Background: an optimization exercise with open tools, aiming at small area, a short achievable clock period and few clock cycles. Do not read the settings as production practice. At most, simulation tests tie the RTL to the original design; equivalence was not proved. No activity file was given, so power comes from the tool's default toggle rates.

// env_mad
module env_mad (
    input  wire        clk,
    input  wire        rst,         
    input  wire        in_valid,
    input  wire        in_op,       
    input  wire [15:0] in_data,
    output wire        in_ready,
    output reg         out_valid,
    output reg  [15:0] out_data
);
Size: about 2000 cells after synthesis, about 23000 um^2 of cells after synthesis.
==> flow/config.mk <==
export PLATFORM = sky130hd
export DESIGN_NAME = env_mad
export DESIGN_NICKNAME = env_mad
export VERILOG_FILES = /design/flow/design.v
export SDC_FILE = /design/flow/constraint.sdc
export NUM_CORES = 4
export LEC_CHECK = 0
export CAP_MARGIN = 20
export CORE_MARGIN = 2
export CORE_UTILIZATION = 60
export CTS_BUF_LIST = sky130_fd_sc_hd__clkbuf_16
export CTS_CLUSTER_DIAMETER = 100
export CTS_CLUSTER_SIZE = 24
export SLEW_MARGIN = 20
export TNS_END_PERCENT = 10
==> flow/constraint.sdc <==
create_clock -name core_clock -period 27.0 [get_ports {clk}]
set_input_delay 5.4000 -clock core_clock [delete_from_list [all_inputs] [get_ports {clk}]]
set_output_delay 5.4000 -clock core_clock [all_outputs]
set_load 0.01 [all_outputs]
standard.sh (not shown) runs the stock make flow with config.mk's settings and CLKGATE_MAP_FILE= SYNTH_SCRIPT=/design/flow/synth_recipe.tcl, a recipe that flattens the netlist after the stock synthesis.
==> flow/flow/run.sh <==
#!/bin/bash
# Own layout flow: the standard flow (standard.sh) at the design's clock
# period and constraints, with these changes:
#  - after the standard synthesis, flow/polarity.py re-chooses the polarity
#    of the full-adder cells (a full adder is self-dual), which removes
#    inverters between adders; registers and all other cells are unchanged;
#  - the port buffers that global placement inserts are plain buffers
#    (buf_2) rather than the delay-buffer cell buffer_ports picks by default;
set -euo pipefail
export BUFFER_PORTS_ARGS="-buffer_cell sky130_fd_sc_hd__buf_2"
export SETUP_SLACK_MARGIN=20.5
res=orfs/results/sky130hd/env_mad/base
bash standard.sh "$PWD/$res/1_2_yosys.v" > flow_synth.log 2>&1
cp "$res/1_2_yosys.v" "$res/1_2_yosys.std.v"
python3 flow/polarity.py "$res/1_2_yosys.std.v" "$res/1_2_yosys.v" > flow_polarity.log 2>&1
bash standard.sh > flow_make.log 2>&1
Other scripts of this flow, unchanged in this note and not shown: flow/flow/polarity.py
Testbench counts at the start, summed over its fixed seeds: cycles 16,125.
Then changed:
CAP_MARGIN = 0   (was 20)
CORE_UTILIZATION = 80   (was 60)
SLEW_MARGIN = 0   (was 20)
TNS_END_PERCENT = not set   (was 10)
What happened: Power goes down by 3.2%; utilization goes up by 22 points; global-route usage goes up by 10 points; worst hold slack improved by 3.7 ps; die area goes down by 25%; area after synthesis is unchanged; clock power goes down by 9.2%; setup slack improved by 20 ps.
Then changed:
CAP_MARGIN = 20   (was 0)
CORE_UTILIZATION = 60   (was 80)
SLEW_MARGIN = 20   (was 0)
=> Sequential power stays flat; cell area barely changes; worst setup slack got worse by 7.0 ps.
Then changed:
TNS_END_PERCENT = 0   (was not set)
Effect:
- The new run finished clean
- non-clock buffer count went down by 3
- global-route usage went up by 0.52 points
- worst setup slack got worse by 12 ps
- die area is unchanged
- via count went up by 0.94%
- power went down by 2.5%
- sequential share of layout area barely changes
- wire length went up by 1.6%
- synthesized cell count does not change
- utilization barely changes
- register-to-register slack improved by 120 ps
Then changed:
CAP_MARGIN = 0   (was 20)
CORE_UTILIZATION = 40   (was 60)
SLEW_MARGIN = 0   (was 20)
TNS_END_PERCENT = not set   (was 0)
=> Clock power rises by about 1%. Flip-flop and latch count is unchanged. Setup slack gets worse by 4.3 ps. Utilization decreases by 21 points. Register-to-register slack is worse by 60 ps. Hold slack hardly moves. Wire length rose by 1.7%. Synthesized cell count does not change. Power increases by 0.64%. Design area rose by 1.4%. Non-clock buffer count rises by 5.

========
env_mad again, from the RTL that the note above started with.
Settings: LEC_CHECK=0, CAP_MARGIN=0, CORE_MARGIN=2, CORE_UTILIZATION=70, CTS_BUF_LIST=sky130_fd_sc_hd__clkbuf_16, CTS_CLUSTER_DIAMETER=100, CTS_CLUSTER_SIZE=24, SLEW_MARGIN=0; clock period 27.0 ns.
Scripts as last shown in full above: flow/flow/run.sh
Other scripts of this flow, unchanged in this note and not shown: flow/flow/polarity.py
Testbench counts at the start, summed over its fixed seeds: cycles 16,125.
Next try:
Settings changed: CAP_MARGIN 0 to 20, CORE_UTILIZATION 70 to 40, SLEW_MARGIN 0 to 20.
What happened: Non-clock buffer count decreases by 11. Worst hold slack loses 0.0035 ns. Synthesized cell count stays the same. Cell area increases by 1.5%.
Next try:
--- a/flow/flow/run.sh
+++ b/flow/flow/run.sh
@@ -11 +11 @@
-export SETUP_SLACK_MARGIN=20.5
+export SETUP_SLACK_MARGIN=20.8
Settings changed: CORE_UTILIZATION 40 to 60.
Effect: Wire length drops by 0.49%. Die area drops by 33%. Global-route usage climbs by 9.8 points. Via count climbs by 0.88%. Setup slack improves by 0.063 ns. Cell area drops by 0.60%. Register-to-register slack improves by 0.20 ns.

========
Another version of the RTL of env_mad (not shown whole).
Size: about 330 flip-flops, roughly 38 I/O pins.
Settings: LEC_CHECK=0, CAP_MARGIN=0, CORE_MARGIN=2, CORE_UTILIZATION=40, CTS_BUF_LIST=sky130_fd_sc_hd__clkbuf_4, SLEW_MARGIN=0; clock period 27.0 ns.
run.sh (not shown) runs the stock make flow with config.mk's settings and CLKGATE_MAP_FILE= SYNTH_SCRIPT=/design/flow/synth_recipe.tcl, a recipe that flattens the netlist after the stock synthesis.
Stock flow here: none of the scripts above is used.
Rerun with:
Settings changed: CAP_MARGIN 0 to 20, CTS_BUF_LIST sky130_fd_sc_hd__clkbuf_4 to default, SLEW_MARGIN 0 to 20.
After rerunning: Utilization goes up by 0.40 points. Global-route usage drops by 0.32 points. Fmax went up by about 1.5%. Die area does not change. Wire length goes down by 0.77%. Worst hold slack stays flat.
No functional check of the RTL was part of any run of this note.

========
Another version of the RTL of env_mad (not shown whole).
For scale: ~1900 cells after synthesis, about 38 I/O pins, ~23000 um^2 of cells after synthesis.
==> flow/config.mk <==
export PLATFORM = sky130hd
export DESIGN_NAME = env_mad
export DESIGN_NICKNAME = env_mad
export VERILOG_FILES = /design/flow/design.v
export SDC_FILE = /design/flow/constraint.sdc
export NUM_CORES = 4
export LEC_CHECK = 0
export CAP_MARGIN = 20
export CORE_MARGIN = 2
export CORE_UTILIZATION = 50
export CTS_BUF_LIST = sky130_fd_sc_hd__clkbuf_16
export CTS_CLUSTER_DIAMETER = 100
export CTS_CLUSTER_SIZE = 24
export SLEW_MARGIN = 20
==> flow/constraint.sdc <==
create_clock -name core_clock -period 27.0 [get_ports {clk}]
set_input_delay 5.4000 -clock core_clock [delete_from_list [all_inputs] [get_ports {clk}]]
set_output_delay 5.4000 -clock core_clock [all_outputs]
set_load 0.01 [all_outputs]
standard.sh (not shown) runs the stock make flow with config.mk's settings and CLKGATE_MAP_FILE= SYNTH_SCRIPT=/design/flow/synth_recipe.tcl, a recipe that flattens the netlist after the stock synthesis.
==> flow/flow/run.sh <==
#!/bin/bash
# Own layout flow: the standard flow (standard.sh) at the design's clock
# period and constraints, with these changes:
#  - after the standard synthesis, flow/polarity.py re-chooses the polarity
#    of the full-adder cells (a full adder is self-dual), which removes
#    inverters between adders; registers and all other cells are unchanged;
#  - the port buffers that global placement inserts are plain buffers
#    (buf_2) rather than the delay-buffer cell buffer_ports picks by default;
set -euo pipefail
export BUFFER_PORTS_ARGS="-buffer_cell sky130_fd_sc_hd__buf_2"
export SETUP_SLACK_MARGIN=20.5
res=orfs/results/sky130hd/env_mad/base
bash standard.sh "$PWD/$res/1_2_yosys.v" > flow_synth.log 2>&1
cp "$res/1_2_yosys.v" "$res/1_2_yosys.std.v"
python3 flow/polarity.py "$res/1_2_yosys.std.v" "$res/1_2_yosys.v" > flow_polarity.log 2>&1
bash standard.sh > flow_make.log 2>&1
Other scripts of this flow, unchanged in this note and not shown: flow/flow/polarity.py
The starting point completed without violations.
Testbench counts at the start, summed over its fixed seeds: cycles 16,125.
Edit:
- CORE_UTILIZATION: 50 -> 60
After rerunning: Sequential power hardly moves; wire length stays flat; final area stays flat; setup slack gets worse by 0.011 ns; clock-buffer cell count stays the same; flip-flop and latch count is unchanged; hold slack gets worse by 0.0038 ns.
Edit:
- TNS_END_PERCENT: unset -> 0
=> Power went down slightly. Core utilization went down by 0.18 points. Flip-flop and latch count does not change. Via count stays flat. Setup slack got worse by 0.037 ns. Fmax went down slightly. Die area stays the same. Area after synthesis is unchanged.

========
run A:
env_mad with an RTL version that a note above also has.
Size: roughly 38 I/O pins.
export LEC_CHECK = 0
export CAP_MARGIN = 20
export CORE_MARGIN = 2
export CORE_UTILIZATION = 40
export CTS_BUF_LIST = sky130_fd_sc_hd__clkbuf_8
export CTS_CLUSTER_DIAMETER = 50
export CTS_CLUSTER_SIZE = 16
export SLEW_MARGIN = 20
create_clock -name core_clock -period 27.0 [get_ports {clk}]
==> flow/flow/run.sh <==
#!/bin/bash
# Own layout flow: the standard flow (standard.sh, unchanged synthesis,
# floorplan, placement, CTS and routing) at the design's clock period and
# constraints, with two settings changed:
#  - the port buffers that global placement inserts are plain buffers
#    (buf_2) rather than the delay-buffer cell buffer_ports picks by default;
set -euo pipefail
export BUFFER_PORTS_ARGS="-buffer_cell sky130_fd_sc_hd__buf_2"
export SETUP_SLACK_MARGIN=20.5
bash standard.sh > flow_make.log 2>&1
Testbench counts of run A, summed over its fixed seeds: cycles 16,125.
For run B, these inputs were changed with respect to run A:
- CTS_CLUSTER_SIZE: 16 -> unset
- CTS_BUF_LIST: sky130_fd_sc_hd__clkbuf_8 -> unset
- CTS_CLUSTER_DIAMETER: 50 -> unset
==> flow/run.sh (new file) <==
#!/bin/bash
# synth_recipe.tcl (not shown) runs the flow's synth.tcl, then flattens the netlist and writes it again
# the make line also repeats each setting of config.mk as NAME=value (left out here)
make -C /OpenROAD-flow-scripts/flow DESIGN_CONFIG=/design/flow/config.mk WORK_HOME=/design/flow/orfs CLKGATE_MAP_FILE= SYNTH_SCRIPT=/design/flow/synth_recipe.tcl finish
removed: flow/flow/run.sh
removed: flow/standard.sh
==> comparison <==
- Going from run A to run B, growth of design area from synthesis to finish increased by 0.62 points relative to the old numbers; clock transition at the register clock pins on the worst setup and hold paths after CTS went down.
- Number of fill cells: run B vs run A down about 0.8%
- The worst setup path endpoint comes out out_data[13] in one run and out_data[15]$_DFF_P_ in the other, namely in run A and run B respectively.
- In run B, the proportion of power drawn by combinational gates came out 0.2 points below the value in run A.

port drivers added, routing unchanged:
The flow's constraints put no driver on any port. The routed layouts listed below were extracted and timed again, unchanged, in two steps. Step 1 sets driving cells, clkbuf_16 on the clock port and buf_2 on the other inputs (assumed; they add their load-dependent delay and slew). Step 2 adds t to the input delays and takes it off the output delays; t is the mean of the earliest and latest rising clock arrival at the registers after step 1. Input paths then give back, and output paths get back, about the clock's delay inside the block. Slacks: ideal ports / drivers / drivers and shift; pairs: ideal ports / drivers.
run | t, ns | setup slack, ns | worst setup path after step 2 | latest minus earliest clock arrival (ns)
the first run of note 1 | 0.595 | 20.571 / 20.514 / 20.762 | register to register | 0.022 / 0.021
the second run of note 1 | 0.575 | 20.592 / 20.540 / 20.643 | register to register | 0.024 / 0.024
the third run of note 1 | 0.595 | 20.585 / 20.529 / 20.654 | register to register | 0.029 / 0.029
the fourth run of note 1 | 0.593 | 20.573 / 20.514 / 20.771 | register to register | 0.018 / 0.019
the fifth run of note 1 | 0.601 | 20.569 / 20.508 / 20.710 | register to register | 0.037 / 0.037
the first run of note 2 | 0.576 | 20.596 / 20.539 / 20.722 | register to register | 0.018 / 0.018
the second run of note 2 | 0.598 | 20.549 / 20.488 / 20.764 | register to register | 0.024 / 0.024
the third run of note 2 | 0.591 | 20.612 / 20.554 / 20.957 | register to register | 0.030 / 0.030
the first run of note 3 | 0.905 | 19.867 / 19.812 / 20.006 | register to register | 0.050 / 0.051
the second run of note 3 | 0.633 | 19.972 / 19.972 / 19.972 | register to register | 0.023 / 0.024
the first run of note 4 | 0.603 | 20.531 / 20.473 / 20.751 | register to register | 0.022 / 0.022
the second run of note 4 | 0.595 | 20.520 / 20.463 / 20.720 | register to register | 0.036 / 0.036
the third run of note 4 | 0.595 | 20.483 / 20.427 / 20.709 | register to register | 0.032 / 0.031
run A | 0.678 | 20.480 / 20.423 / 20.700 | register to register | 0.041 / 0.042
run B | 0.633 | 19.336 / 19.336 / 19.336 | register to register | 0.038 / 0.037
After both steps setup and hold are still met in every run listed.
